What follows belongs to an exercise in optimizing a design on an open flow for a short achievable clock period; a production flow would make more cautious choices. At most, simulation tests tie the RTL to the original design; equivalence was not proved. Function not checked in runs 3 and 4: the RTL went through the layout flow alone. Power is estimated from default activity; no workload was simulated.

==> flow/design.v <==
module pwmcore (
    input  wire        clk,
    input  wire        rst,           
    input  wire        cmd_valid,
    input  wire [31:0] cmd_word,
    output reg         resp_valid,
    output wire [31:0] resp_word,
    input  wire [7:0]  ev_in,
    output reg  [3:0]  pin_h,
    output reg  [3:0]  pin_l,
    output wire        irq_fault,
    output wire [3:0]  irq_match,
    output wire        irq_ovf
);
    localparam N = 4;
    function automatic pfx16(input [15:0] g_in, input [15:0] p_in);
        reg [15:0] g, p;
        integer s, j;
        begin
            g = g_in;
            p = p_in;
            for (s = 1; s < 16; s = s * 2)
                for (j = 0; j < 16; j = j + 2 * s) begin
                    g[j+2*s-1] = g[j+2*s-1] | (p[j+2*s-1] & g[j+s-1]);
                    p[j+2*s-1] = p[j+2*s-1] & p[j+s-1];
                end
            pfx16 = g[15];
        end
    endfunction
    function automatic lt16(input [15:0] a, input [15:0] b);
        lt16 = pfx16(~a & b, ~(a ^ b));
    endfunction
    function automatic sum_ge(input [7:0] lo, input [7:0] hi, input [15:0] p);
        reg [8:0]  nq, s, b;
        reg [9:0]  c;
        integer j;
        begin
            nq = ~p[8:0];
            c[0] = 1'b0;
            for (j = 0; j < 9; j = j + 1) begin
                s[j]   = (j < 8 ? lo[j] ^ hi[j] : 1'b0) ^ nq[j];
                c[j+1] = (j < 8) ? ((lo[j] & hi[j]) | (lo[j] & nq[j]) | (hi[j] & nq[j])) : 1'b0;
            end
            b = {c[8:1], 1'b1};
            sum_ge = ~|p[15:9] & pfx16({7'd0, s & b}, {7'h7F, s | b});
        end
    endfunction
    function automatic [15:0] inc16(input [15:0] a);
        integer j;
        begin
            for (j = 0; j < 16; j = j + 1)
                inc16[j] = a[j] ^ (&(a | ~((16'd1 << j) - 16'd1)));
        end
    endfunction
    function automatic [15:0] dec16(input [15:0] a);
        integer j;
        begin
            for (j = 0; j < 16; j = j + 1)
                dec16[j] = a[j] ^ ~(|(a & ((16'd1 << j) - 16'd1)));
        end
    endfunction
    function automatic [9:0] dec10(input [9:0] a);
        integer j;
        begin
            for (j = 0; j < 10; j = j + 1)
                dec10[j] = a[j] ^ ~(|(a & ((10'd1 << j) - 10'd1)));
        end
    endfunction
    function automatic [7:0] dec8(input [7:0] a);
        integer j;
        begin
            for (j = 0; j < 8; j = j + 1)
                dec8[j] = a[j] ^ ~(|(a & ((8'd1 << j) - 8'd1)));
        end
    endfunction
    function automatic [17:0] step(input [15:0] c, input ph, input [15:0] per,
                                   input [15:0] per_m1, input md, input dir);
        reg [15:0] ci, cd, sc;
        reg        cz, sp, sb;
        begin
            ci = inc16(c);
            cd = dec16(c);
            cz = (c == 16'd0);
            sc = c; sp = ph; sb = 1'b0;
            if (md == 1'b0) begin
                if (dir == 1'b0) begin
                    if (cz) begin sc = per; sb = 1'b1; end
                    else sc = cd;
                end else begin
                    if (c == per) begin sc = 16'd0; sb = 1'b1; end
                    else sc = ci;
                end
            end else begin
                if (dir == 1'b0) begin
                    if (ph == 1'b0 && !cz) sc = cd;
                    else begin
                        sc = ci;
                        if (c == per_m1) begin sp = 1'b0; sb = 1'b1; end
                        else sp = 1'b1;
                    end
                end else begin
                    if (ph == 1'b0 && lt16(c, per)) sc = ci;
                    else begin
                        sc = cd;
                        if (c == 16'd1) begin sp = 1'b0; sb = 1'b1; end
                        else sp = 1'b1;
                    end
                end
            end
            step = {sc, sp, sb};
        end
    endfunction
    reg        enabled;
    reg        fstate;          
    reg        forced;
    reg        restart;         
    reg        safe;
    reg [7:0]  evmask;
    reg [N-1:0] match;
    reg        ovf;
    reg        faultif;
    reg        cfgerr;
    reg [7:0]  ev_prev;
    reg        resp_hi31, resp_hi29, resp_hi28;
    reg [15:0] resp_lo;
    reg        pend_car, pend_max, pend_dt;
    reg [N-1:0] wr_r;           
    reg [31:0] cw;              
    reg [15:0] cw_pm1;          
    reg [N-1:0] cw_raw;         
    reg [N-1:0] r2_r;           
    reg [15:0] period;
    reg [15:0] period_m1;       
    reg        direction;       
    reg        mode;            
    reg [9:0]  div_m1;          
    reg [15:0] max_duty;
    reg [7:0]  dt_low  [0:N-1];
    reg [7:0]  dt_high [0:N-1];
    reg [15:0] ncnt_p;          
    reg        nphase_p;        
    reg        nbnd_p;          
    reg [15:0] ncnt_s;          
    reg        nphase_s;
    reg        nbnd_s;
    reg [9:0]  prem_p;          
    reg [9:0]  prem_d;          
    reg        phit_p;          
    reg        phit_d;          
    reg [15:0] pending_p [0:N-1];
    reg [15:0] active_p  [0:N-1];
    reg [N-1:0] raw_p;
    reg [7:0]  dt_p  [0:N-1];
    reg [7:0]  dt_a1 [0:N-1];   
    reg [7:0]  dt_a0 [0:N-1];   
    wire        tk  = enabled & phit_p;       
    wire        tkb = tk & nbnd_p;            
    wire [15:0] period_e    = pend_car ? cw[15:0] : period;
    wire [15:0] period_m1_e = pend_car ? cw_pm1 : period_m1;
    wire        direction_e = pend_car ? cw[27] : direction;
    wire        mode_e      = pend_car ? cw[26] : mode;
    wire [9:0]  div_m1_e    = pend_car ? dec10(cw[25:16]) : div_m1;
    wire [15:0] max_duty_e  = pend_max ? cw[15:0] : max_duty;
    wire [15:0] ncnt_e   = pend_car ? (cw[27] ? 16'd1 : cw_pm1) : (tk ? ncnt_s : ncnt_p);
    wire        nphase_e = ~pend_car & (tk ? nphase_s : nphase_p);
    wire        nbnd_e   = ~pend_car & (tk ? nbnd_s : nbnd_p);
    wire [9:0]  prem_e   = pend_car ? dec10(cw[25:16]) :
                           tk ? div_m1 : (enabled ? prem_d : prem_p);
    wire        phit_e   = pend_car ? (cw[25:16] == 10'd1) :
                           tk ? (div_m1 == 10'd0) : (enabled ? phit_d : phit_p);
    reg [7:0]  dt_low_e  [0:N-1];
    reg [7:0]  dt_high_e [0:N-1];
    reg [7:0]  dt_e      [0:N-1];
    reg [15:0] pending_e [0:N-1];
    reg [15:0] active_e  [0:N-1];
    reg [N-1:0] raw_e;
    integer i;
    always @(*) begin
        for (i = 0; i < N; i = i + 1) begin
            dt_low_e[i]  = (pend_dt && cw[25:24] == i) ? cw[15:8] : dt_low[i];
            dt_high_e[i] = (pend_dt && cw[25:24] == i) ? cw[7:0]  : dt_high[i];
            pending_e[i] = wr_r[i] ? cw[15:0] : pending_p[i];
            active_e[i]  = tkb ? pending_e[i] : active_p[i];
            raw_e[i]     = pend_car ? cw_raw[i] : (tk ? r2_r[i] : raw_p[i]);
            dt_e[i]      = pend_car ? 8'd0 : (tk ? (r2_r[i] ? dt_a1[i] : dt_a0[i]) : dt_p[i]);
        end
    end
    wire [15:0] cw_init = cw[27] ? 16'd1 : cw_pm1;
    wire [17:0] st_s    = step(ncnt_s, nphase_s, period, period_m1, mode, direction);
    wire [17:0] st_c    = step(cw_init, 1'b0, cw[15:0], cw_pm1, cw[26], cw[27]);
    wire [15:0] s_cnt   = pend_car ? st_c[17:2] : (tk ? st_s[17:2] : ncnt_s);
    wire        s_phase = pend_car ? st_c[1]    : (tk ? st_s[1]    : nphase_s);
    wire        s_bnd   = pend_car ? st_c[0]    : (tk ? st_s[0]    : nbnd_s);
    reg [7:0] a1 [0:N-1];
    reg [7:0] a0 [0:N-1];
    reg [N-1:0] dz, z1, z0;
    reg [7:0] dec;
    always @(*) begin
        for (i = 0; i < N; i = i + 1) begin
            dz[i] = (dt_e[i] == 8'd0);
            dec   = dz[i] ? 8'd0 : dec8(dt_e[i]);
            a1[i] = raw_e[i] ? dec : dt_high_e[i];
            a0[i] = raw_e[i] ? dt_low_e[i] : dec;
            z1[i] = raw_e[i] ? (dt_e[i][7:1] == 7'd0) : (dt_high_e[i] == 8'd0);
            z0[i] = raw_e[i] ? (dt_low_e[i] == 8'd0) : (dt_e[i][7:1] == 7'd0);
        end
    end
    wire [3:0]  op       = cmd_word[31:28];
    wire [1:0]  ix       = cmd_word[25:24];
    wire [15:0] value    = cmd_word[15:0];
    wire [15:0] c_period = cmd_word[15:0];
    wire [9:0]  c_div    = cmd_word[25:16];
    wire        c_dir    = cmd_word[27];
    wire [7:0]  c_low    = cmd_word[15:8];
    wire [7:0]  c_high   = cmd_word[7:0];
    wire z_7_0   = ~|cmd_word[7:0];
    wire z_9_8   = ~|cmd_word[9:8];
    wire z_15_10 = ~|cmd_word[15:10];
    wire z_16    = ~cmd_word[16];
    wire z_23_17 = ~|cmd_word[23:17];
    wire z_25_24 = ~|cmd_word[25:24];
    wire z_27_26 = ~|cmd_word[27:26];
    wire z_15_0  = z_7_0 & z_9_8 & z_15_10;
    wire z_23_16 = z_16 & z_23_17;
    wire z_27_0  = z_15_0 & z_23_16 & z_25_24 & z_27_26;
    wire is_car = cmd_valid & (op == 4'h1);
    wire is_max = cmd_valid & (op == 4'h2);
    wire is_dt  = cmd_valid & (op == 4'h3);
    wire is_flt = cmd_valid & (op == 4'h4);
    wire is_sta = cmd_valid & (op == 4'h5);
    wire is_stp = cmd_valid & (op == 4'h6);
    wire is_wr  = cmd_valid & (op == 4'h7);
    wire is_rd  = cmd_valid & (op == 4'h8);
    wire is_fir = cmd_valid & (op == 4'h9);
    wire is_clr = cmd_valid & (op == 4'hA);
    wire is_st  = cmd_valid & (op == 4'hB);
    wire is_rf  = cmd_valid & (op == 4'hC);
    wire is_ack = cmd_valid & (op == 4'hD);
    wire lg_car = is_car;
    wire lg_max = is_max & z_23_16 & z_25_24 & z_27_26;
    wire lg_dt  = is_dt  & z_23_16 & z_27_26;
    wire lg_flt = is_flt & z_9_8 & z_15_10 & z_23_16 & z_25_24;
    wire lg_sta = is_sta & z_27_0;
    wire lg_stp = is_stp & z_27_0;
    wire lg_wr  = is_wr  & z_23_16 & z_27_26;
    wire lg_rd  = is_rd  & z_23_17 & z_15_0 & z_27_26;
    wire lg_fir = is_fir & z_15_0 & z_23_16 & ~cmd_word[27];
    wire lg_clr = is_clr & z_27_0;
    wire lg_st  = is_st  & z_27_0;
    wire lg_rf  = is_rf  & z_27_0;
    wire lg_ack = is_ack & z_15_10 & z_23_16 & z_25_24 & z_27_26;
    reg car_dt_bad, max_ap_bad;
    reg [N-1:0] car_raw;
    always @(*) begin
        car_dt_bad = 1'b0;
        max_ap_bad = 1'b0;
        for (i = 0; i < N; i = i + 1) begin
            if (sum_ge(dt_low_e[i], dt_high_e[i], c_period))
                car_dt_bad = 1'b1;
            if (lt16(value, active_e[i]) || lt16(value, pending_e[i]))
                max_ap_bad = 1'b1;
            car_raw[i] = ~c_dir & lt16(c_period, active_e[i]) | c_dir & (|active_e[i]);
        end
    end
    wire er_car = enabled | ~|c_period | ~|c_div | ~lt16(max_duty_e, c_period) | car_dt_bad;
    wire er_max = enabled | ~lt16(value, period_e) | max_ap_bad;
    wire er_dt  = enabled | sum_ge(c_low, c_high, period_e);
    wire er_flt = enabled;
    wire er_wr  = lt16(max_duty_e, value);
    wire er_sta = cfgerr;
    wire ok_car = lg_car & ~er_car;
    wire ok_max = lg_max & ~er_max;
    wire ok_dt  = lg_dt  & ~er_dt;
    wire ok_flt = lg_flt & ~er_flt;
    wire ok_sta = lg_sta & ~er_sta;
    wire ok_stp = lg_stp;
    wire ok_wr  = lg_wr  & ~er_wr;
    wire ok_fir = lg_fir;
    wire ok_clr = lg_clr;
    wire ok_ack = lg_ack;
    wire cfe = (lg_car & er_car) | (lg_max & er_max) | (lg_dt & er_dt) |
               (lg_flt & er_flt) | (lg_wr & er_wr) | (lg_sta & er_sta);
    wire legal = lg_car | lg_max | lg_dt | lg_flt | lg_sta | lg_stp | lg_wr |
                 lg_rd | lg_fir | lg_clr | lg_st | lg_rf | lg_ack;
    wire [N-1:0] wr_sel;
    genvar g;
    generate
        for (g = 0; g < N; g = g + 1) begin : g_wr
            assign wr_sel[g] = ok_wr & (ix == g);
        end
    endgenerate
    wire en1 = ok_sta | (enabled & ~ok_stp);
    wire tick   = en1 & phit_e;
    wire tick_b = tick & nbnd_e;
    wire fire_hit   = ok_fir & evmask[cmd_word[26:24]];
    wire fire_latch = fire_hit & ~fstate;
    wire fstate1    = fire_hit | (fstate & ~ok_clr);
    wire forced1    = forced | fire_latch;
    wire restart1   = ok_flt ? cmd_word[27] : restart;
    wire safe1      = ok_flt ? cmd_word[26] : safe;
    wire [7:0] evmask1 = ok_flt ? cmd_word[7:0] : evmask;
    wire fstate2 = fstate1 & ~(tick_b & restart1);
    wire forced2 = forced1 & ~(tick_b & ~fstate2);
    wire ev_any   = |(ev_in & ~ev_prev & evmask1);
    wire ev_latch = ev_any & ~fstate2;
    wire fstate_n  = fstate2 | ev_any;
    wire forced_n  = forced2 | ev_latch;
    wire faultif_n = ev_latch | fire_latch | (faultif & ~(ok_ack & cmd_word[9]));
    wire ovf_n     = tick_b | (ovf & ~(ok_ack & cmd_word[8]));
    wire vnz  = |value;
    wire bnd  = phit_e & nbnd_e;              
    wire ncz  = (ncnt_e == 16'd0);
    reg [N-1:0] la, lp, ea, ep, r2, hit, match_n, h_n, l_n;
    always @(*) begin
        for (i = 0; i < N; i = i + 1) begin
            la[i] = lt16(ncnt_e, active_e[i]);
            lp[i] = lt16(ncnt_e, pending_e[i]);
            ea[i] = (ncnt_e == active_e[i]);
            ep[i] = (ncnt_e == pending_e[i]);
            r2[i]  = bnd ? (wr_sel[i] ? (ncz & vnz) : lp[i]) : la[i];
            hit[i] = ~nphase_e & (bnd ? (wr_sel[i] ? (ncz & ~vnz) : ep[i]) : ea[i]);
            match_n[i] = (match[i] & ~(ok_ack & cmd_word[i])) | (tick & hit[i]);
            h_n[i] = en1 & (bnd ? (wr_sel[i] ? (ncz & z1[i] & vnz) : (lp[i] & z1[i]))
                                : (phit_e ? (la[i] & z1[i]) : (raw_e[i] & dz[i])));
            l_n[i] = en1 & (bnd ? (wr_sel[i] ? (~(ncz & vnz) & z0[i]) : (~lp[i] & z0[i]))
                                : (phit_e ? (~la[i] & z0[i]) : (~raw_e[i] & dz[i])));
        end
    end
    wire [15:0] flags_word = {2'b00, fstate, enabled, forced, cfgerr, faultif, ovf,
                              4'b0000, match};
    wire [15:0] rd_duty = cmd_word[16] ? pending_e[ix] : active_e[ix];
    wire [15:0] rd_data = ({16{lg_rd}} & rd_duty) |
                          ({16{lg_st}} & {15'd0, fstate}) |
                          ({16{lg_rf}} & flags_word);
    always @(posedge clk) begin
        resp_hi31 <= ~legal | cfe;
        resp_hi29 <= ~legal;
        resp_hi28 <= legal & cfe;
        resp_lo   <= rd_data;
        cw     <= cmd_word;
        cw_pm1 <= dec16(c_period);
        cw_raw <= car_raw;
        r2_r   <= r2;
        prem_d   <= dec10(prem_e);
        phit_d   <= (prem_e == 10'd1);
        for (i = 0; i < N; i = i + 1) begin
            dt_a1[i] <= a1[i];
            dt_a0[i] <= a0[i];
        end
        if (rst) begin
            enabled    <= 1'b0;
            fstate     <= 1'b0;
            forced     <= 1'b0;
            restart    <= 1'b0;
            safe       <= 1'b0;
            evmask     <= 8'h00;
            match      <= {N{1'b0}};
            ovf        <= 1'b0;
            faultif    <= 1'b0;
            cfgerr     <= 1'b0;
            ev_prev    <= 8'h00;
            resp_valid <= 1'b0;
            pin_h      <= {N{1'b0}};
            pin_l      <= {N{1'b0}};
            pend_car   <= 1'b0;
            pend_max   <= 1'b0;
            pend_dt    <= 1'b0;
            wr_r       <= {N{1'b0}};
            period    <= 16'hFFFF;
            period_m1 <= 16'hFFFE;
            direction <= 1'b0;
            mode      <= 1'b0;
            div_m1    <= 10'd0;
            max_duty  <= 16'd0;
            ncnt_p    <= 16'hFFFE;
            nphase_p  <= 1'b0;
            nbnd_p    <= 1'b0;
            ncnt_s    <= 16'hFFFD;
            nphase_s  <= 1'b0;
            nbnd_s    <= 1'b0;
            prem_p    <= 10'd0;
            phit_p    <= 1'b1;
            raw_p     <= {N{1'b0}};
            for (i = 0; i < N; i = i + 1) begin
                dt_low[i]    <= 8'd0;
                dt_high[i]   <= 8'd0;
                pending_p[i] <= 16'd0;
                active_p[i]  <= 16'd0;
                dt_p[i]      <= 8'd0;
            end
        end else begin
            enabled    <= en1;
            fstate     <= fstate_n;
            forced     <= forced_n;
            restart    <= restart1;
            safe       <= safe1;
            evmask     <= evmask1;
            match      <= match_n;
            ovf        <= ovf_n;
            faultif    <= faultif_n;
            if (cfe)
                cfgerr <= 1'b1;
            ev_prev    <= ev_in;
            resp_valid <= cmd_valid;
            for (i = 0; i < N; i = i + 1) begin
                pin_h[i] <= forced_n ? safe1 : h_n[i];
                pin_l[i] <= forced_n ? safe1 : l_n[i];
            end
            pend_car   <= ok_car;
            pend_max   <= ok_max;
            pend_dt    <= ok_dt;
            wr_r       <= wr_sel;
            period    <= period_e;
            period_m1 <= period_m1_e;
            direction <= direction_e;
            mode      <= mode_e;
            div_m1    <= div_m1_e;
            max_duty  <= max_duty_e;
            ncnt_p    <= ncnt_e;
            nphase_p  <= nphase_e;
            nbnd_p    <= nbnd_e;
            ncnt_s    <= s_cnt;
            nphase_s  <= s_phase;
            nbnd_s    <= s_bnd;
            prem_p    <= prem_e;
            phit_p    <= phit_e;
            raw_p     <= raw_e;
            for (i = 0; i < N; i = i + 1) begin
                dt_low[i]    <= dt_low_e[i];
                dt_high[i]   <= dt_high_e[i];
                pending_p[i] <= pending_e[i];
                active_p[i]  <= active_e[i];
                dt_p[i]      <= dt_e[i];
            end
        end
    end
    assign resp_word = {resp_hi31, 1'b0, resp_hi29, resp_hi28, 12'd0, resp_lo};
    assign irq_fault = faultif;
    assign irq_match = match;
    assign irq_ovf   = ovf;
endmodule
==> flow/run.sh <==
#!/bin/bash
# synth_recipe.tcl (not shown) runs the flow's synth.tcl, then flattens the netlist and writes it again
# the make line also repeats each setting of config.mk as NAME=value (left out here)
make -C /OpenROAD-flow-scripts/flow DESIGN_CONFIG=/design/flow/config.mk WORK_HOME=/design/flow/orfs CLKGATE_MAP_FILE= SYNTH_SCRIPT=/design/flow/synth_recipe.tcl finish
==> flow/config.mk <==
export PLATFORM = sky130hd
export DESIGN_NAME = pwmcore
export DESIGN_NICKNAME = pwmcore
export VERILOG_FILES = /design/flow/design.v
export SDC_FILE = /design/flow/constraint.sdc
export NUM_CORES = 4
export LEC_CHECK = 0
export ABC_CLOCK_PERIOD_IN_PS = 2500
export CAP_MARGIN = 20
export CORE_MARGIN = 2
export CORE_UTILIZATION = 40
export PLACE_DENSITY = 0.6
export SETUP_SLACK_MARGIN = 4.8
export SLEW_MARGIN = 20
==> flow/constraint.sdc <==
create_clock -name core_clock -period 7.6 [get_ports {clk}]
set_input_delay 1.5200 -clock core_clock [delete_from_list [all_inputs] [get_ports {clk}]]
set_output_delay 1.5200 -clock core_clock [all_outputs]
set_load 0.01 [all_outputs]
==> notes.md, run 1 <==
* Run status: no timing/DRC/antenna violations
* Share of final-layout standard cells stronger than drive strength 1 at 0.308
* Final number of setup-violating endpoints at 0
* Clock transition at path regs at 0.06 ns
* Post-DRT Antenna Nets at 0
* Netlist cell types at 91
* Share of power burned in registers at 0.418
* Initial DRC Count at 4035
* Hold buffer count at cts at 0
* Worst R2R Path Depth at 16
* RSZ-0062 raised after global routing: true
* Std cell rows at 105
* Area of the core at 82100 sq um
* Root Buffer Master: sky130_fd_sc_hd__clkbuf_16
* Clock insertion delay at the later pin of the skew report at 0.65 ns
* Post-Route Skew at 0.0241 ns
* CTS tree: built
* Mapped Cells at 3852
* VDD IR-drop max at 0.159 mV
* Storage element area at 10700 sq um
* Count of buffers from port buffering at 76
* Via count at 33070
* Effective utilization at floorplan at 0.404
* Last element of the critical path: pin_h[3]
* Kind of cell adding the most delay to the critical path: simple AND/OR/NAND/NOR gates
* GPL Wtd Cong at 1.01
* Count of nets after finishing at 4711
* Global-route congestion overflow total at 0
* Summed instance area of the synthesized netlist at 33200 sq um
* Worst path buffer plus inverter count at 3
* Leakage power at 0.0198 uW
* Startpoint of the worst-slack reg-to-reg timing path: enabled
* Wire length after detailed routing at 145000 um
* Final slew viol count at 0
* Die ar. at 85300 sq um
* Clock Tree Buf Depth at 3
* Number of clock sinks at 525
* Synth async-reset ratio at 0
* Hold Path Class: flop to flop
* Worst reg2reg endpoint: pin_h[3]
* Critical path launch point type: flop
* Hold Worst Slack at 0.476 ns
* Data arrival, critical path at 4.25 ns
* Cells traversed along the worst timing path: buf_8 -> buf_6 -> and2_4 -> nand2_1 -> a21oi_2 -> a31oi_4 -> ha_1 -> nand4_1 -> nor3_4 -> nand2_2 -> nor2_4 -> a211oi_4 -> buf_4 -> or4_1 -> o211a_1 -> o21ai_1
* Total count of hold-check failures in the final report at 0
* Power dissipated by switching net loads at 1810 uW
* Detailed placement HPWL at 94900 um
* Stages on the worst setup path at 16
* Number of maximum-capacitance violations at 0
* Reg-to-reg slack, setup at 3.92 ns
* Slew at the pin closest to its max-slew limit at 1.02 ns
* Sw frac at 0.268
* Overall routing resource usage at 0.320
* Final routed DRC violation total at 0
* Library cell contributing the largest single delay on the critical path: sky130_fd_sc_hd__dfxtp_4
* Global-route wire length before repair at 205000 um
* Relative slew slack at 0.314
* Maximum number of pins on one net before global-route repair at 171
* Area of the multi-input gates at 24600 sq um
* Biggest fanout along the worst timing path at 9
* CTS H-tree lvls at 2
* Post-route setup TNS at 0 ns
* Register area share after synthesis at 0.317
* Power consumption at 6750 uW
* Number of primary I/O pins at 90
* Syn-to-layout area delta at 37.2%
* Data required time of the critical path at 8.17 ns
* Mean instance size in the synthesized netlist at 8.61 sq um
* Number of warning messages in the yosys log at 15
* Synth Flop Type: sky130_fd_sc_hd__dfxtp_1
* Proportion of power drawn by the clock network at 0.460
* Type of the worst setup path: flop to flop
* Max frequency at 272 MHz
* Endpoint class of the critical path: flop
* Die Width at 292 um
* Vias in the first global route at 30485
* Post-layout min period at 3.68 ns
* Initial antenna violation count at 5
* Routed length per instance at 26.8 um
* Beginning of the critical path: enabled
* Power Density at 148 nW/um^2
* Count of flip-flops with a built-in enable after synthesis at 0
* Synthesized flop and latch total at 525
* Cell-internal power at 4940 uW
* Height of the die at 292 um
* Crit share post-route at 0.484
* Number of fill cells in the layout at 7112
* Max incr delay on CP at 0.49 ns
* Proportion of power drawn by combinational gates at 0.122
* Detailed-router iteration count before antenna repair at 5
* Via-to-Cell Ratio at 6.13
* CTS Buf Count at 58
[routing by layer]
layer  vias to the layer above  track usage  wire length (um)
met2                      1885        0.488             61400
met5                         -            0                12
met1                     15997        0.438             59400
met4                         2        0.132              7800
met3                       432       0.0686             16200
li1                      14754            -                 -
[placed cells by master (no fill, tap or decap), types with 66 or more instances in the layout]
master,Yosys,layout
sky130_fd_sc_hd__buf_6,0,77
sky130_fd_sc_hd__inv_1,246,213
sky130_fd_sc_hd__mux2i_1,252,159
sky130_fd_sc_hd__clkbuf_16,0,66
sky130_fd_sc_hd__nand2_1,277,251
sky130_fd_sc_hd__ha_1,354,293
sky130_fd_sc_hd__nor2_1,459,423
sky130_fd_sc_hd__a21oi_1,232,181
sky130_fd_sc_hd__o21ai_0,206,117
sky130_fd_sc_hd__dfxtp_1,525,473
sky130_fd_sc_hd__buf_4,18,324
sky130_fd_sc_hd__nand4_1,88,88
[power groups by stage]
stage          clock, uW  combinational (uW)  sequential [uW]
2_1_floorplan          0                 350             2860
3_3_place_gp           0                 537             2890
3_5_place_dp           0                 539             2890
4_1_cts             3130                 712             2820
5_1_grt             3250                 864             2820
6_report            3110                 824             2820
[state kept, by name (all words and copies together) (netlist names), 8 cells and up]
| register | count |
|---|---|
| dt_a0 | 32 |
| cw_pm1 | 16 |
| period_m1 | 16 |
| prem_d | 10 |
| cw | 28 |
| period | 16 |
| max_duty | 16 |
| dt_low | 32 |
| dt_p | 32 |
| resp_lo | 16 |
| dt_high | 32 |
| active_p | 64 |
| div_m1 | 10 |
| dt_a1 | 32 |
| pending_p | 64 |
| ncnt_p | 16 |
| ev_prev | 8 |
| evmask | 8 |
| prem_p | 10 |
| ncnt_s | 16 |
[metrics by stage]
| step | instances | utilization | cell area (sq um) | setup slack (ns) |
|---|---|---|---|---|
| finish | 5395 | 0.555 | 45500 | 3.92 |
| global route | 5394 | 0.555 | 45500 | 3.85 |
| global placement | 4901 | 0.437 | 35900 | 1.96 |
| CTS | 5248 | 0.518 | 42500 | 4.06 |
| detailed placement | 4901 | 0.437 | 35900 | 1.90 |
| floorplan | 3864 | - | 34000 | 3.72 |
[area by class of cell]
| type | instances | area share |
|---|---|---|
| repair buffers | 560 | 0.126 |
| well taps | 1070 | 0.0294 |
| inverters | 247 | 0.0226 |
| diodes | 1 | 0.0000550 |
| multi-input cells | 2883 | 0.541 |
| flip-flops and latches | 525 | 0.234 |
| clock buffers | 81 | 0.0378 |
| repair inverters | 1 | 0.000247 |
| clock inverters | 27 | 0.00866 |
[logic make-up (layout without fill, tap and decap cells)]
logic type / count (synthesis) / after routing / synth area share
muxes: 304 / 304 / 0.105
adders and majority gates: 402 / 402 / 0.159
DFF: 525 / 525 / 0.317
other: 1 / 14 / 0.000113
AOI/OAI and AO/OA: 864 / 867 / 0.168
buffers and inverters: 468 / 916 / 0.0565
and+or+nand+nor: 1230 / 1239 / 0.178
xor gates and xnor gates: 58 / 58 / 0.0153
[worst min-delay path by stage]
stage	endpoint	startpoint	cells past startpoint	slack (ns)
floorplan	div_m1[0]	cw[16]	1	0.44
global placement	div_m1[0]	cw[16]	1	0.47
detailed placement	div_m1[0]	cw[16]	1	0.47
CTS	div_m1[0]	cw[16]	1	0.47
global route	div_m1[0]	cw[16]	1	0.51
finish	div_m1[0]	cw[16]	1	0.48
[cell usage after synthesis (11+ instances only)]
master | n | area share
sky130_fd_sc_hd__inv_1 | 246 | 0.028
sky130_fd_sc_hd__and4_1 | 29 | 0.0077
sky130_fd_sc_hd__fa_1 | 38 | 0.023
sky130_fd_sc_hd__o211ai_1 | 20 | 0.0045
sky130_fd_sc_hd__nor2b_1 | 71 | 0.013
sky130_fd_sc_hd__ha_1 | 354 | 0.13
sky130_fd_sc_hd__xnor2_1 | 44 | 0.012
sky130_fd_sc_hd__nor4_1 | 45 | 0.0085
sky130_fd_sc_hd__nand4_1 | 88 | 0.017
sky130_fd_sc_hd__mux2_2 | 18 | 0.0061
sky130_fd_sc_hd__a211o_1 | 37 | 0.0098
sky130_fd_sc_hd__buf_1 | 22 | 0.0025
sky130_fd_sc_hd__a21oi_1 | 232 | 0.035
sky130_fd_sc_hd__mux2i_1 | 252 | 0.076
sky130_fd_sc_hd__nand2b_1 | 36 | 0.0068
sky130_fd_sc_hd__xor2_1 | 14 | 0.0037
sky130_fd_sc_hd__o31ai_1 | 19 | 0.0043
sky130_fd_sc_hd__mux4_2 | 34 | 0.023
sky130_fd_sc_hd__and3_1 | 24 | 0.0045
sky130_fd_sc_hd__nor3_1 | 55 | 0.0083
sky130_fd_sc_hd__a31oi_1 | 31 | 0.0058
sky130_fd_sc_hd__a22oi_1 | 16 | 0.0036
sky130_fd_sc_hd__or2_2 | 21 | 0.0040
sky130_fd_sc_hd__dfxtp_1 | 525 | 0.32
sky130_fd_sc_hd__o21a_1 | 16 | 0.0036
sky130_fd_sc_hd__nor2_1 | 459 | 0.052
sky130_fd_sc_hd__or3_1 | 12 | 0.0023
sky130_fd_sc_hd__buf_2 | 39 | 0.0059
sky130_fd_sc_hd__o22ai_1 | 22 | 0.0041
sky130_fd_sc_hd__a21o_1 | 51 | 0.012
sky130_fd_sc_hd__a221oi_1 | 11 | 0.0029
sky130_fd_sc_hd__nand3_1 | 64 | 0.0097
sky130_fd_sc_hd__buf_4 | 18 | 0.0041
sky130_fd_sc_hd__a22o_1 | 15 | 0.0040
sky130_fd_sc_hd__clkbuf_1 | 142 | 0.016
sky130_fd_sc_hd__a211oi_1 | 76 | 0.017
sky130_fd_sc_hd__o21ai_0 | 206 | 0.031
sky130_fd_sc_hd__nand2_1 | 277 | 0.031
[repair_timing]
| action | CTS | global route |
|---|---|---|
| setup endpoints to repair | 213 | 133 |
| pin swaps | 118 | 164 |
| setup buffers | 222 | 136 |
| gates cloned | 17 | 10 |
| gates resized for setup | 786 | 412 |
==> run 2: changes to the inputs <==
--- a/flow/config.mk
+++ b/flow/config.mk
@@ -7,3 +7,2 @@
 export LEC_CHECK = 0
-export ABC_CLOCK_PERIOD_IN_PS = 2500
 export CAP_MARGIN = 20
@@ -12,3 +11,3 @@
 export PLACE_DENSITY = 0.6
-export SETUP_SLACK_MARGIN = 4.8
+export SETUP_SLACK_MARGIN = 4.2
 export SLEW_MARGIN = 20
==> run 2 against run 1 <==
Compared with the run above: still clean; count of clock-buffer cells in the layout down 9; critical path depth down 3; global-route usage down 1.5 points; die area unchanged.
==> notes.md, run 2 <==
* Most frequent cell after synthesis: sky130_fd_sc_hd__dfxtp_1
* CTS Buf Count at 57 (-1.7%)
* Mapped Cells at 3852 (unchanged)
* CTS tree: built
* Global-route wire length before repair at 196000 um (-4.3%)
* Worst path buffer plus inverter count at 4 (+1)
* Root Buffer Master: sky130_fd_sc_hd__clkbuf_16
* Mean instance size in the synthesized netlist at 8.61 sq um (unchanged)
* Share of final-layout standard cells stronger than drive strength 1 at 0.203 (-0.105)
* Syn-to-layout area delta at 23.8%
* Netlist cell types at 91 (unchanged)
* Post-layout min period at 3.73 ns (+0.0446 ns)
* Post-route setup TNS at 0 ns (unchanged)
* Post-DRT Antenna Nets at 0 (unchanged)
* Type of the worst setup path: input port to flop
* Clock insertion delay at the later pin of the skew report at 0.66 ns (about the same)
* Effective utilization at floorplan at 0.404 (unchanged)
* Routed length per instance at 25.9 um (-3.5%)
* CTS H-tree lvls at 2 (unchanged)
* Crit-path most repeated cell: sky130_fd_sc_hd__a21o_1
* Commonest cells post-synth: sky130_fd_sc_hd__dfxtp_1 (525), sky130_fd_sc_hd__nor2_1 (459), sky130_fd_sc_hd__ha_1 (354)
* Power consumption at 6400 uW (-5.3%)
* Summed instance area of the synthesized netlist at 33200 sq um (unchanged)
* Synthesized flop and latch total at 525 (unchanged)
* Number of clock sinks at 525 (unchanged)
* Die Width at 292 um (unchanged)
* Largest area contributor in the netlist: sky130_fd_sc_hd__dfxtp_1
* Final non-filler cell area at 41100 sq um (-9.8%)
* Relative slew slack at 0.225 (-0.0897)
* Maximum number of pins on one net before global-route repair at 122 (-29%)
* Final slew viol count at 0 (unchanged)
* Count of buffers from port buffering at 76 (unchanged)
* Power Density at 156 nW/um^2 (+5.0%)
* Leakage power at 0.0182 uW (-7.9%)
* Library cell contributing the largest single delay on the critical path: sky130_fd_sc_hd__nor4_4
* Cells traversed along the worst timing path: buf_2 -> buf_8 -> clkinvlp_4 -> buf_6 -> ha_1 -> a21o_1 -> a21o_1 -> a221oi_2 -> o21ai_2 -> nor4_4 -> o2111ai_2 -> a32oi_2 -> a41oi_1
* Overall routing resource usage at 0.305 (-0.0147)
* Initial antenna violation count at 5 (unchanged)
* Data required time of the critical path at 8.06 ns (-0.11 ns)
* Clock Tree Buf Depth at 3 (unchanged)
* Run status: no timing/DRC/antenna violations
* Kind of cell adding the most delay to the critical path: compound AO/OA/AOI/OAI gates
* Top flop regs: active_p (64), pending_p (64)
* GPL Wtd Cong at 1.02 (+1.1%)
* Non-Filler Instances at 5186 (-3.9%)
* Hold Worst Slack at 0.500 ns (+0.0247 ns)
* Biggest fanout along the worst timing path at 4 (-5)
* Wire length after detailed routing at 134000 um (-7.3%)
* Via-to-Cell Ratio at 6.10 (-0.53%)
* Via count at 31620 (-4.4%)
* Most common library cell in the layout ignoring fill and taps: sky130_fd_sc_hd__dfxtp_1
* Endpoint class of the critical path: flop
* Final number of setup-violating endpoints at 0 (unchanged)
* Area of the multi-input gates at 22700 sq um (-7.9%)
* Clock transition at path regs at 0.06 ns (about the same)
* Crit share post-route at 0.490 (+0.00586)
* Max frequency at 268 MHz (-1.2%)
* Reg-to-reg slack, setup at 3.90 ns (-0.02 ns)
* RSZ-0062 raised after global routing: true
* Height of the die at 292 um (unchanged)
* Global-route congestion overflow total at 0 (unchanged)
* Die ar. at 85300 sq um (unchanged)
* Yosys top cell area share at 0.317 (unchanged)
* Synth Flop Type: sky130_fd_sc_hd__dfxtp_1
* Hold Path Class: flop to flop
* Count of nets after finishing at 4500 (-4.5%)
* VDD IR-drop max at 0.164 mV (+2.7%)
* Commonest cells after routing, fill and taps aside: sky130_fd_sc_hd__dfxtp_1 (497), sky130_fd_sc_hd__nor2_1 (452), sky130_fd_sc_hd__ha_1 (332)
* Critical path launch point type: input port
* Initial DRC Count at 3500 (-13%)
* Number of fill cells in the layout at 7633 (+7.3%)
* Total placed cells including tap cells at 4889 (-0.24%)
* Area of the core at 82100 sq um (unchanged)
* Final routed DRC violation total at 0 (unchanged)
* Synth async-reset ratio at 0 (unchanged)
* Std cell rows at 105 (unchanged)
* Vias in the first global route at 29530 (-3.1%)
* Post-Route Skew at 0.0412 ns (+0.0171 ns)
* Max incr delay on CP at 0.36 ns (-0.13 ns)
* Storage element area at 10600 sq um (-0.89%)
* Number of maximum-capacitance violations at 0 (unchanged)
* Detailed placement HPWL at 92500 um (-2.6%)
* Slew at the pin closest to its max-slew limit at 1.15 ns (+0.135 ns)
* Top cells by area in the synthesized netlist: sky130_fd_sc_hd__dfxtp_1 (32%), sky130_fd_sc_hd__ha_1 (13%), sky130_fd_sc_hd__mux2i_1 (7.6%), sky130_fd_sc_hd__nor2_1 (5.2%), sky130_fd_sc_hd__a21oi_1 (3.5%)
* Detailed-router iteration count before antenna repair at 6 (+1)
* Number of warning messages in the yosys log at 15 (unchanged)
* Count of flip-flops with a built-in enable after synthesis at 0 (unchanged)
* Total count of hold-check failures in the final report at 0 (unchanged)
* Register area share after synthesis at 0.317 (unchanged)
* Data arrival, critical path at 4.19 ns (-0.06 ns)
* Number of primary I/O pins at 90 (unchanged)
* Post-place instance area at 35300 sq um (-1.7%)
[run 2: routing by layer]
layer	global-route usage	share of wire
met1	0.431	0.43
met2	0.457	0.42
met3	0.0559	0.10
met4	0.125	0.046
met5	0	0.00017
[run 2: final timing paths]
| check | from | cells after the start | to |
|---|---|---|---|
| max | cmd_word[13] | 13 | cfgerr |
| min | div_m1[8] | 2 | div_m1[8] |
| max reg2reg | wr_r[1] | 14 | cfgerr |
| min reg2reg | div_m1[8] | 2 | div_m1[8] |
[run 2: metrics by stage]
step	util	setup slack [ns]
after floorplan	-	3.72
after global placement	0.430	2.18
after detailed placement	0.430	2.00
after CTS	0.487	3.96
after global routing	0.500	3.74
final	0.500	3.87
[run 2: area by class of cell]
class / instances / share of cell area
tap: 1070 / 0.0326
timing repair buffer: 358 / 0.0853
clock buffer: 72 / 0.0383
clock inverter: 34 / 0.00935
inverter: 247 / 0.0243
sequential: 525 / 0.257
antenna: 4 / 0.000244
multi-input combinational: 2876 / 0.553
[run 2: worst register-to-register path, cell delays in order (launching register included)]
cell	delay, ns
sky130_fd_sc_hd__dfxtp_1	0.35
sky130_fd_sc_hd__buf_12	0.25
sky130_fd_sc_hd__mux2i_1	0.44
sky130_fd_sc_hd__nand2_1	0.10
sky130_fd_sc_hd__o21ai_0	0.23
sky130_fd_sc_hd__inv_1	0.20
sky130_fd_sc_hd__ha_1	0.26
sky130_fd_sc_hd__a211oi_1	0.23
sky130_fd_sc_hd__o221ai_1	0.18
sky130_fd_sc_hd__a21oi_2	0.19
sky130_fd_sc_hd__o21ai_2	0.11
sky130_fd_sc_hd__nor4_4	0.30
sky130_fd_sc_hd__o2111ai_2	0.22
sky130_fd_sc_hd__a32oi_2	0.31
sky130_fd_sc_hd__a41oi_1	0.14
[run 2: timing repair]
item | 4_1_cts | 5_1_grt
hold buffers | 0 | 0
setup endpoints to repair | 149 | 74
buffers inserted | 144 | 32
pin swaps | 64 | 64
gates cloned | 8 | 3
resized for setup | 435 | 193
[run 2: kinds of logic (layout without fill, tap and decap cells)]
logic type               after synthesis  in the layout  synth area share
AND/OR/NAND/NOR                     1230           1235             0.178
AO/OA/AOI/OAI                        864            864             0.168
other                                  1             17          0.000113
adder cells (fa/ha/maj)              402            402             0.159
flip-flops                           525            525             0.317
XOR/XNOR                              58             58            0.0153
buffers and inverters                468            711            0.0565
multiplexers                         304            304             0.105
[run 2: power breakdown]
part	internal (uW)	switching [uW]	leakage, uW
Combinational	241	405	0.0130
Sequential	2780	54.8	0.00425
Clock	1650	1270	0.000958
Total	4670	1730	0.0182
==> run 3: changes to the inputs <==
--- a/flow/design.v
+++ b/flow/design.v
@@ -155,2 +155,4 @@
     reg [7:0]  dt_a0 [0:N-1];   
+    reg [N-1:0] a1z_r, a1o_r;   
+    reg [N-1:0] a0z_r, a0o_r;   
     wire        tk  = enabled & phit_p;       
@@ -163,3 +165,4 @@
     wire [15:0] max_duty_e  = pend_max ? cw[15:0] : max_duty;
-    wire [15:0] ncnt_e   = pend_car ? (cw[27] ? 16'd1 : cw_pm1) : (tk ? ncnt_s : ncnt_p);
+    wire [15:0] cw_init  = cw[27] ? 16'd1 : cw_pm1;
+    wire [15:0] ncnt_e   = pend_car ? cw_init : (tk ? ncnt_s : ncnt_p);
     wire        nphase_e = ~pend_car & (tk ? nphase_s : nphase_p);
@@ -187,3 +190,2 @@
     end
-    wire [15:0] cw_init = cw[27] ? 16'd1 : cw_pm1;
     wire [17:0] st_s    = step(ncnt_s, nphase_s, period, period_m1, mode, direction);
@@ -197,10 +199,12 @@
     reg [7:0] dec;
+    reg       d1;
     always @(*) begin
         for (i = 0; i < N; i = i + 1) begin
-            dz[i] = (dt_e[i] == 8'd0);
-            dec   = dz[i] ? 8'd0 : dec8(dt_e[i]);
+            dz[i] = pend_car | (tk ? (r2_r[i] ? a1z_r[i] : a0z_r[i]) : (dt_p[i] == 8'd0));
+            d1    = pend_car | (tk ? (r2_r[i] ? a1o_r[i] : a0o_r[i]) : (dt_p[i][7:1] == 7'd0));
+            dec   = (dt_e[i] == 8'd0) ? 8'd0 : dec8(dt_e[i]);
             a1[i] = raw_e[i] ? dec : dt_high_e[i];
             a0[i] = raw_e[i] ? dt_low_e[i] : dec;
-            z1[i] = raw_e[i] ? (dt_e[i][7:1] == 7'd0) : (dt_high_e[i] == 8'd0);
-            z0[i] = raw_e[i] ? (dt_low_e[i] == 8'd0) : (dt_e[i][7:1] == 7'd0);
+            z1[i] = raw_e[i] ? d1 : (dt_high_e[i] == 8'd0);
+            z0[i] = raw_e[i] ? (dt_low_e[i] == 8'd0) : d1;
         end
@@ -259,5 +263,5 @@
                 car_dt_bad = 1'b1;
-            if (lt16(value, active_e[i]) || lt16(value, pending_e[i]))
+            if (lt16(value, active_p[i]) || lt16(value, pending_e[i]))
                 max_ap_bad = 1'b1;
-            car_raw[i] = ~c_dir & lt16(c_period, active_e[i]) | c_dir & (|active_e[i]);
+            car_raw[i] = ~c_dir & lt16(c_period, active_p[i]) | c_dir & (|active_p[i]);
         end
@@ -311,3 +315,3 @@
     wire bnd  = phit_e & nbnd_e;              
-    wire ncz  = (ncnt_e == 16'd0);
+    wire ncz  = pend_car ? (cw_init == 16'd0) : (tk ? (ncnt_s == 16'd0) : (ncnt_p == 16'd0));
     reg [N-1:0] la, lp, ea, ep, r2, hit, match_n, h_n, l_n;
@@ -315,6 +319,12 @@
         for (i = 0; i < N; i = i + 1) begin
-            la[i] = lt16(ncnt_e, active_e[i]);
-            lp[i] = lt16(ncnt_e, pending_e[i]);
-            ea[i] = (ncnt_e == active_e[i]);
-            ep[i] = (ncnt_e == pending_e[i]);
+            lp[i] = pend_car ? lt16(cw_init, pending_e[i]) :
+                    (tk ? lt16(ncnt_s, pending_e[i]) : lt16(ncnt_p, pending_e[i]));
+            ep[i] = pend_car ? (cw_init == pending_e[i]) :
+                    (tk ? (ncnt_s == pending_e[i]) : (ncnt_p == pending_e[i]));
+            la[i] = pend_car ? lt16(cw_init, active_p[i]) :
+                    (tk ? (nbnd_p ? lt16(ncnt_s, pending_e[i]) : lt16(ncnt_s, active_p[i]))
+                        : lt16(ncnt_p, active_p[i]));
+            ea[i] = pend_car ? (cw_init == active_p[i]) :
+                    (tk ? (nbnd_p ? (ncnt_s == pending_e[i]) : (ncnt_s == active_p[i]))
+                        : (ncnt_p == active_p[i]));
             r2[i]  = bnd ? (wr_sel[i] ? (ncz & vnz) : lp[i]) : la[i];
@@ -348,2 +358,6 @@
             dt_a0[i] <= a0[i];
+            a1z_r[i] <= (a1[i] == 8'd0);
+            a1o_r[i] <= (a1[i][7:1] == 7'd0);
+            a0z_r[i] <= (a0[i] == 8'd0);
+            a0o_r[i] <= (a0[i][7:1] == 7'd0);
         end
--- a/flow/config.mk
+++ b/flow/config.mk
@@ -7,2 +7,3 @@
 export LEC_CHECK = 0
+export ABC_AREA = 1
 export CAP_MARGIN = 20
@@ -11,3 +12,3 @@
 export PLACE_DENSITY = 0.6
-export SETUP_SLACK_MARGIN = 4.2
+export SETUP_SLACK_MARGIN = 4.8
 export SLEW_MARGIN = 20
==> run 3 against run 2 <==
Compared with the run above: still clean; first-iteration DRC count rose by 58%; synthesized area rose by 20%; die area rose by 20%; global-route usage rose by 4.5 points; count of clock-buffer cells in the layout rose by 20; final cell count rose by 44%; total power rose by 6.8%; largest cell class unchanged.
==> notes.md, run 3 <==
* Run status: no timing/DRC/antenna violations
* Wire length after detailed routing at 187000 um (+39%)
* Crit-path most repeated cell: sky130_fd_sc_hd__nand2_2
* Data arrival, critical path at 3.79 ns (-0.40 ns)
* Clock insertion delay at the later pin of the skew report at 0.69 ns (+0.03 ns)
* Root Buffer Master: sky130_fd_sc_hd__clkbuf_16
* GPL Wtd Cong at 1.07 (+4.8%)
* Post-Route Skew at 0.0411 ns (-0.000127 ns)
* Count of buffers from port buffering at 76 (unchanged)
* Yosys top cell area share at 0.271 (-0.0456)
* Endpoint class of the critical path: flop
* Register area share after synthesis at 0.271 (-0.0456)
* Critical path launch point type: input port
* Cells traversed along the worst timing path: buf_6 -> buf_12 -> clkinvlp_4 -> buf_12 -> fa_2 -> nor2_2 -> o21ai_2 -> o221ai_1 -> a21oi_1 -> nand2_1 -> nand2_2 -> nand2_2 -> nand2_2 -> nand2_4 -> a21oi_4 -> nand4_1
* Mux share of post-synthesis cell area at 0.00276 (-0.102)
* Slew at the pin closest to its max-slew limit at 0.925 ns (-0.229 ns)
* Clock transition at path regs at 0.06 ns (about the same)
* Share of final-layout standard cells stronger than drive strength 1 at 0.198 (-0.00494)
* Power Density at 135 nW/um^2 (-13%)
* Maximum number of pins on one net before global-route repair at 85 (-30%)
* Final slew viol count at 0 (unchanged)
* Final routed DRC violation total at 0 (unchanged)
* Summed instance area of the synthesized netlist at 39900 sq um (+20%)
* Effective utilization at floorplan at 0.405 (+0.000568)
* Post-DRT Antenna Nets at 0 (unchanged)
* Post-route setup TNS at 0 ns (unchanged)
* Leakage power at 0.0245 uW (+35%)
* Non-Filler Instances at 7463 (+44%)
* Netlist cell types at 69 (-24%)
* Syn-to-layout area delta at 26.6%
* Most common library cell in the layout ignoring fill and taps: sky130_fd_sc_hd__nand2_1
* Via-to-Cell Ratio at 5.88 (-3.5%)
* Clock Tree Buf Depth at 3 (unchanged)
* Via count at 43909 (+39%)
* Std cell rows at 115 (+9.5%)
* Mean instance size in the synthesized netlist at 6.93 sq um (-20%)
* Synthesized flop and latch total at 541 (+3.0%)
* CTS Buf Count at 60 (+5.3%)
* Commonest cells post-synth: sky130_fd_sc_hd__nand2_1 (1409), sky130_fd_sc_hd__nor2_1 (643), sky130_fd_sc_hd__ha_1 (610)
* Vias in the first global route at 39676 (+34%)
* Synth Flop Type: sky130_fd_sc_hd__dfxtp_1
* Count of flip-flops with a built-in enable after synthesis at 0 (unchanged)
* Library cell contributing the largest single delay on the critical path: sky130_fd_sc_hd__fa_2
* Initial antenna violation count at 5 (unchanged)
* Number of maximum-capacitance violations at 0 (unchanged)
* Number of clock sinks at 541 (+3.0%)
* Synth async-reset ratio at 0 (unchanged)
* Relative slew slack at 0.382 (+0.158)
* Max incr delay on CP at 0.56 ns (+0.20 ns)
* Die ar. at 102000 sq um (+20%)
* Post-synthesis xor/xnor area fraction at 0.00636 (-0.00895)
* Most frequent cell after synthesis: sky130_fd_sc_hd__nand2_1
* Final number of setup-violating endpoints at 0 (unchanged)
* CTS tree: built
* Top flop regs: active_p (64), pending_p (64)
* Detailed placement HPWL at 129000 um (+40%)
* Main combinational cell family by area after synthesis: simple AND/OR/NAND/NOR gates
* Post-Synth Adder-Cell Area at 0.210 (+0.0507)
* Area of the core at 98700 sq um (+20%)
* Biggest fanout along the worst timing path at 7 (+3)
* Total count of hold-check failures in the final report at 0 (unchanged)
* Number of primary I/O pins at 90 (unchanged)
* Data required time of the critical path at 8.13 ns (+0.07 ns)
* Global-route congestion overflow total at 0 (unchanged)
* RSZ-0062 raised after global routing: true
* CTS H-tree lvls at 2 (unchanged)
* Complex-gate fraction of the synthesized area at 0.156 (-0.0123)
* Overall routing resource usage at 0.350 (+0.0448)
* Top cells by area in the synthesized netlist: sky130_fd_sc_hd__dfxtp_1 (27%), sky130_fd_sc_hd__ha_1 (19%), sky130_fd_sc_hd__nand2_1 (13%), sky130_fd_sc_hd__nor2_1 (6.0%), sky130_fd_sc_hd__o21ai_0 (5.5%)
* Mapped Cells at 5762 (+50%)
* VDD IR-drop max at 0.191 mV (+17%)
* Crit share post-route at 0.428 (-0.0621)
* Hold Path Class: flop to flop
* Detailed-router iteration count before antenna repair at 8 (+2)
* Post-layout min period at 3.25 ns (-0.472 ns)
* Number of warning messages in the yosys log at 15 (unchanged)
* Post-Synth Simple-Gate Area at 0.271 (+0.0928)
* Max frequency at 307 MHz (+15%)
* Die Width at 320 um (+9.6%)
* Height of the die at 320 um (+9.6%)
* Number of fill cells in the layout at 9568 (+25%)
* Total placed cells including tap cells at 7005 (+43%)
* Commonest cells after routing, fill and taps aside: sky130_fd_sc_hd__nand2_1 (1335), sky130_fd_sc_hd__ha_1 (588), sky130_fd_sc_hd__nor2_1 (582)
* Type of the worst setup path: input port to flop
* Routed length per instance at 25.1 um (-3.2%)
* Global-route wire length before repair at 265000 um (+35%)
* Largest area contributor in the netlist: sky130_fd_sc_hd__dfxtp_1
* Count of nets after finishing at 6815 (+51%)
* Initial DRC Count at 5525 (+58%)
[run 3: cell count changes in the layout (fill, tap and decap cells not counted), sizes merged, moves of 43 or more]
cell | before | now
nor2 | 459 | 661
a21oi | 233 | 369
buf | 300 | 440
mux2i | 252 | 11
o21ai | 212 | 495
a21o | 51 | 8
nand2 | 278 | 1424
nor2b | 71 | 0
nand3 | 64 | 277
ha | 354 | 610
a211oi | 77 | 16
inv | 233 | 568
[run 3: final cells by class]
cell class,instances,area (sq um),area share
flip-flops and latches,541,11000,0.217
well taps,1287,1610,0.0318
clock inverters,19,310,0.00613
repair buffers,486,4890,0.0967
inverters,623,2730,0.0539
diodes,3,7.51,0.000148
clock buffers,92,1790,0.0354
multi-input cells,4410,28200,0.558
repair inverters,2,17.5,0.000346
[run 3: timing repair]
item / 4_1_cts / 5_1_grt
gates resized for setup: 878 / 341
gates cloned: 13 / 3
hold buffers: 0 / 0
setup buffers: 238 / 90
hold endpoints to repair: 0 / 0
pin swaps: 132 / 126
setup endpoints to repair: 294 / 166
[run 3: worst paths after layout]
| kind | from | to | slack, ns | cells past startpoint |
|---|---|---|---|---|
| hold reg to reg | cw_pm1[9] | period_m1[9] | 0.47 | 2 |
| hold / removal | cw_pm1[9] | period_m1[9] | 0.47 | 2 |
| setup / recovery | cmd_word[5] | resp_hi31 | 4.35 | 16 |
| setup reg to reg | cw[0] | resp_hi31 | 4.45 | 20 |
[run 3: cells by family (layout without fill, tap and decap cells)]
kind of cell	count (synthesis)	count (layout)
and+or+nand+nor	2598	2600
AOI/OAI and AO/OA	1109	1109
buffers and inverters	825	1222
adders and majority gates	648	648
DFF	541	541
xor gates and xnor gates	29	29
muxes	11	11
other	1	16
[run 3: per-layer routing]
metal  share of wire  vias to the layer above  global-route usage  routed length [um]
li1                -                    20000                   -                   -
met1            0.39                    20514               0.466               73800
met2            0.39                     2716               0.495               73900
met3            0.13                      675              0.0938               24800
met4           0.078                        4               0.228               14600
met5         0.00013                        -                   0                  24
[run 3: critical path, delay by kind of cell]
kind            cells  cell delay, ns
fa+ha+maj           1            0.56
compound gates      4            0.57
buf+inv             4            0.50
simple gates        7            0.61
[run 3: where the power goes]
group | leakage [uW] | switching, uW | total, uW | internal (uW)
clock | 0.00102 | 1310 | 3140 | 1830
combinational | 0.0191 | 531 | 807 | 276
sequential | 0.00440 | 33.4 | 2880 | 2850
[run 3: metrics by stage]
| step | total power [uW] | utilization | hold slack [ns] | cell area, sq um | setup slack [ns] |
|---|---|---|---|---|---|
| after floorplan | 3270 | - | 0.439 | 40200 | 4.37 |
| after global placement | 3510 | 0.427 | 0.460 | 42100 | 2.60 |
| after detailed placement | 3520 | 0.427 | 0.466 | 42100 | 2.57 |
| after CTS | 6750 | 0.492 | 0.466 | 48600 | 4.51 |
| after global routing | 7000 | 0.512 | 0.492 | 50600 | 4.30 |
| final | 6830 | 0.512 | 0.470 | 50600 | 4.35 |
==> run 4: changes to the inputs <==
--- a/flow/config.mk
+++ b/flow/config.mk
@@ -7,3 +7,3 @@
 export LEC_CHECK = 0
-export ABC_AREA = 1
+export ABC_CLOCK_PERIOD_IN_PS = 2500
 export CAP_MARGIN = 20
==> run 4 against run 3 <==
Compared with the run above: maximum frequency down 11%; synthesized cell count down 21%; clock skew down 0.0066 ns; first-iteration DRC count down 11%; flip-flop and latch count unchanged; combinational power down 5.1%; total power up 0.77%; synthesized area down 1.9%; sequential power about the same; non-clock buffer count up 111; global-route usage up 1.0 points; final cell count down 15%.
==> notes.md, run 4 <==
* Height of the die at 317 um (-0.92%)
* Proportion of power drawn by the clock network at 0.466 (+0.006)
* Mapped Cells at 4548 (-21%)
* Clock transition at path regs at 0.07 ns (about the same)
* Root Buffer Master: sky130_fd_sc_hd__clkbuf_16
* Type of the worst setup path: flop to flop
* Largest area contributor in the netlist: sky130_fd_sc_hd__dfxtp_1
* Run status: no timing/DRC/antenna violations
* Total count of hold-check failures in the final report at 0 (unchanged)
* Maximum number of pins on one net before global-route repair at 96 (+13%)
* Post-Route Skew at 0.0344 ns (-0.00664 ns)
* GPL Wtd Cong at 1.06 (-0.87%)
* Core occupancy in the finished layout at 0.544 (+0.0315)
* CTS Buf Count at 60 (unchanged)
* Max frequency at 274 MHz (-11%)
* Synth async-reset ratio at 0 (unchanged)
* Number of primary I/O pins at 90 (unchanged)
* Die Width at 317 um (-0.92%)
* Clock insertion delay at the later pin of the skew report at 0.70 ns (about the same)
* Clock Tree Buf Depth at 3 (unchanged)
* Die ar. at 101000 sq um (-1.8%)
* Overall routing resource usage at 0.360 (+0.0101)
* Yosys top cell area share at 0.276 (+0.00512)
* Share of final-layout standard cells stronger than drive strength 1 at 0.290 (+0.0924)
* CTS H-tree lvls at 2 (unchanged)
* Commonest cells post-synth: sky130_fd_sc_hd__nor2_1 (627), sky130_fd_sc_hd__ha_1 (610), sky130_fd_sc_hd__dfxtp_1 (541)
* Number of fill cells in the layout at 8437 (-12%)
* Leakage power at 0.0230 uW (-6.4%)
* Summed instance area of the synthesized netlist at 39200 sq um (-1.9%)
* Depth of the worst hold-timing path at 2 (unchanged)
* Register area share after synthesis at 0.276 (+0.00512)
* CTS tree: built
* Global-route wire length before repair at 264000 um (-0.46%)
* Most common library cell in the layout ignoring fill and taps: sky130_fd_sc_hd__nor2_1
* Vias in the first global route at 37888 (-4.5%)
* Most frequent cell after synthesis: sky130_fd_sc_hd__nor2_1
* Mean instance size in the synthesized netlist at 8.62 sq um (+24%)
* Post-layout min period at 3.65 ns (+0.395 ns)
* Final slew viol count at 0 (unchanged)
* Effective utilization at floorplan at 0.405 (about the same)
* Initial antenna violation count at 6 (+1)
* Global-route congestion overflow total at 0 (unchanged)
* Reg-to-reg slack, setup at 3.95 ns (-0.50 ns)
* Biggest fanout along the worst timing path at 8 (+1)
* Routed length per instance at 29.9 um (+19%)
* Via-to-Cell Ratio at 6.39 (+8.5%)
* Std cell rows at 114 (-0.87%)
* Power Density at 131 nW/um^2 (-3.2%)
* Number of maximum-capacitance violations at 0 (unchanged)
* Area of the core at 96900 sq um (-1.9%)
* Slew at the pin closest to its max-slew limit at 1.02 ns (+0.0955 ns)
* Detailed placement HPWL at 127000 um (-2.1%)
* Proportion of power drawn by combinational gates at 0.111 (-0.007)
* Post-DRT Antenna Nets at 0 (unchanged)
* Dpl ws at 1.91 ns (-0.658 ns)
* Commonest cells after routing, fill and taps aside: sky130_fd_sc_hd__nor2_1 (579), sky130_fd_sc_hd__ha_1 (539), sky130_fd_sc_hd__dfxtp_1 (484)
* Final routed DRC violation total at 0 (unchanged)
* Post-route setup TNS at 0 ns (unchanged)
* Syn-to-layout area delta at 34.4%
* Number of warning messages in the yosys log at 15 (unchanged)
* Hold Path Class: flop to flop
* VDD IR-drop max at 0.217 mV (+13%)
* Crit share post-route at 0.480 (+0.0520)
* Via count at 40456 (-7.9%)
* Hold Worst Slack at 0.494 ns (+0.0236 ns)
* Detailed-router iteration count before antenna repair at 6 (-2)
* Fin worst setup slack at 3.95 ns (-0.395 ns)
* Cell-internal power at 5020 uW (+1.2%)
* Relative slew slack at 0.319 (-0.0630)
* Sw frac at 0.271 (-0.00328)
* Number of clock sinks at 541 (unchanged)
* Area of the multi-input gates at 30800 sq um (+9.2%)
* Count of flip-flops with a built-in enable after synthesis at 0 (unchanged)
* Non-Filler Instances at 6336 (-15%)
* Count of buffers from port buffering at 76 (unchanged)
* Wire length after detailed routing at 189000 um (+1.1%)
* Hold buffer count at cts at 0 (unchanged)
* Power dissipated by switching net loads at 1870 uW (-0.43%)
* Netlist cell types at 104 (+51%)
* Synthesized flop and latch total at 541 (unchanged)
* Total placed cells including tap cells at 5753 (-18%)
* Critical path launch point type: flop
* Initial DRC Count at 4903 (-11%)
* RSZ-0062 raised after global routing: true
* Top flop regs: active_p (64), pending_p (64)
* Storage element area at 11000 sq um (about the same)
* Top cells by area in the synthesized netlist: sky130_fd_sc_hd__dfxtp_1 (28%), sky130_fd_sc_hd__ha_1 (19%), sky130_fd_sc_hd__mux2i_1 (6.2%), sky130_fd_sc_hd__nor2_1 (6.0%), sky130_fd_sc_hd__a21oi_1 (4.4%)
* Synth Flop Type: sky130_fd_sc_hd__dfxtp_1
* Data required time of the critical path at 8.24 ns (+0.11 ns)
* Worst R2R Path Depth at 14 (-30%)
* Endpoint class of the critical path: flop
* Count of nets after finishing at 5698 (-16%)
* Data arrival, critical path at 4.29 ns (+0.50 ns)
* Final number of setup-violating endpoints at 0 (unchanged)
* Share of power burned in registers at 0.423 (about the same)
==> run 4: cell count changes after synthesis, moves of 42 or more <==
| cell | change |
|---|---|
| sky130_fd_sc_hd__a21o_1 | +87 |
| sky130_fd_sc_hd__inv_1 | -382 |
| sky130_fd_sc_hd__a211oi_1 | +51 |
| sky130_fd_sc_hd__nand2_1 | -1149 |
| sky130_fd_sc_hd__o21ai_0 | -243 |
| sky130_fd_sc_hd__mux2_2 | +42 |
| sky130_fd_sc_hd__nand3_1 | -170 |
| sky130_fd_sc_hd__mux2i_1 | +233 |
| sky130_fd_sc_hd__nor2b_1 | +69 |
==> run 4: worst paths after layout <==
check,to,from
max reg2reg,pin_h[2],wr_r[2]
min,match[1],match[1]
max,pin_h[2],wr_r[2]
min reg2reg,match[1],match[1]
==> run 4: final cells by class <==
type                            instances  share of cell area
Sequential cell                       541               0.209
Timing Repair inverter                  2            0.000618
Multi-Input combinational cell       3605               0.585
Clock inverter                         24             0.00772
Antenna cell                            6            0.000285
Inverter                              200              0.0195
Tap cell                             1276              0.0303
Clock buffer                           85              0.0329
Timing Repair Buffer                  597               0.115
==> run 4: repair_timing <==
| action | 4_1_cts | 5_1_grt |
|---|---|---|
| setup endpoints to repair | 288 | 192 |
| endpoints found under the hold margin | 0 | 0 |
| pin swaps | 143 | 142 |
| gates cloned | 15 | 6 |
| setup buffers | 309 | 138 |
| resized for setup | 929 | 351 |
==> run 4: worst max-delay path, cell delays in order, from the launching register on <==
cell                         delay (ns)
sky130_fd_sc_hd__dfxtp_4           0.38
sky130_fd_sc_hd__buf_12            0.19
sky130_fd_sc_hd__mux2i_4           0.37
sky130_fd_sc_hd__clkinvlp_4        0.26
sky130_fd_sc_hd__buf_6             0.18
sky130_fd_sc_hd__ha_4              0.26
sky130_fd_sc_hd__nand4_1           0.12
sky130_fd_sc_hd__nor2_2            0.16
sky130_fd_sc_hd__nand4_1           0.16
sky130_fd_sc_hd__o221ai_2          0.24
sky130_fd_sc_hd__o211ai_1          0.31
sky130_fd_sc_hd__mux2i_2           0.34
sky130_fd_sc_hd__mux2i_1           0.14
sky130_fd_sc_hd__o32a_1            0.36
sky130_fd_sc_hd__o21ai_2           0.11
==> run 4: through the flow <==
stage | total power [uW] | cell area [sq um]
after global routing | 7050 | 52700
final | 6890 | 52700
after floorplan | 3280 | 40000
after CTS | 6810 | 49700
after detailed placement | 3510 | 41700
after global placement | 3500 | 41700
==> run 4: logic make-up after synthesis <==
kind of cell,synth area share
AND/OR/NAND/NOR,0.181
AO/OA/AOI/OAI,0.173
adder cells (fa/ha/maj),0.215
flip-flops,0.276
buffers and inverters,0.0439
multiplexers,0.0945
XOR/XNOR,0.0150
other,0.0000957
==> run 4: power groups by stage <==
stage / clock (uW) / sequential, uW / combinational, uW
after floorplan: 0 / 2940 / 336
after global placement: 0 / 2970 / 529
after detailed placement: 0 / 2970 / 535
after CTS: 3220 / 2910 / 684
after global routing: 3340 / 2910 / 801
final: 3210 / 2910 / 766
==> run 4: per-layer routing <==
metal / up-vias / share of wire / GRT usage
met5: - / 0.00020 / 0
met4: 6 / 0.087 / 0.263
met3: 778 / 0.12 / 0.0944
met2: 2655 / 0.40 / 0.516
met1: 19374 / 0.39 / 0.466
li1: 17643 / - / -

-- afterwards: timing with drivers on the ports --
How much do the figures lean on ideal ports? The routed layouts below were timed once more, with nothing changed but the port constraints.
Step 1 assumes that a clkbuf_16 drives the clock port and a buf_2 every other input.
Step 2 moves the port delays by t, midway between the first and last clock arrival at a register: inputs arrive t later, outputs are due t later. That takes back most of the time a late clock gives input paths.
Three values: no drivers, after step 1, after step 2; two values: the first two.
run | t (ns) | setup WS [ns] | slew at the worst register clock pin (ns)
run 1 | 0.702 | 3.919 / 3.919 / 3.307 | 0.08 / 0.08
run 2 | 0.707 | 3.874 / 3.901 / 3.210 | 0.08 / 0.08
run 3 | 0.749 | 4.346 / 4.387 / 3.638 | 0.07 / 0.07
run 4 | 0.752 | 3.951 / 3.951 / 3.217 | 0.08 / 0.08
After both steps every run listed still meets setup and hold. For run 4, which loses most, drivers alone change the setup slack by 0.000 ns; drivers and shift together by -0.734 ns.
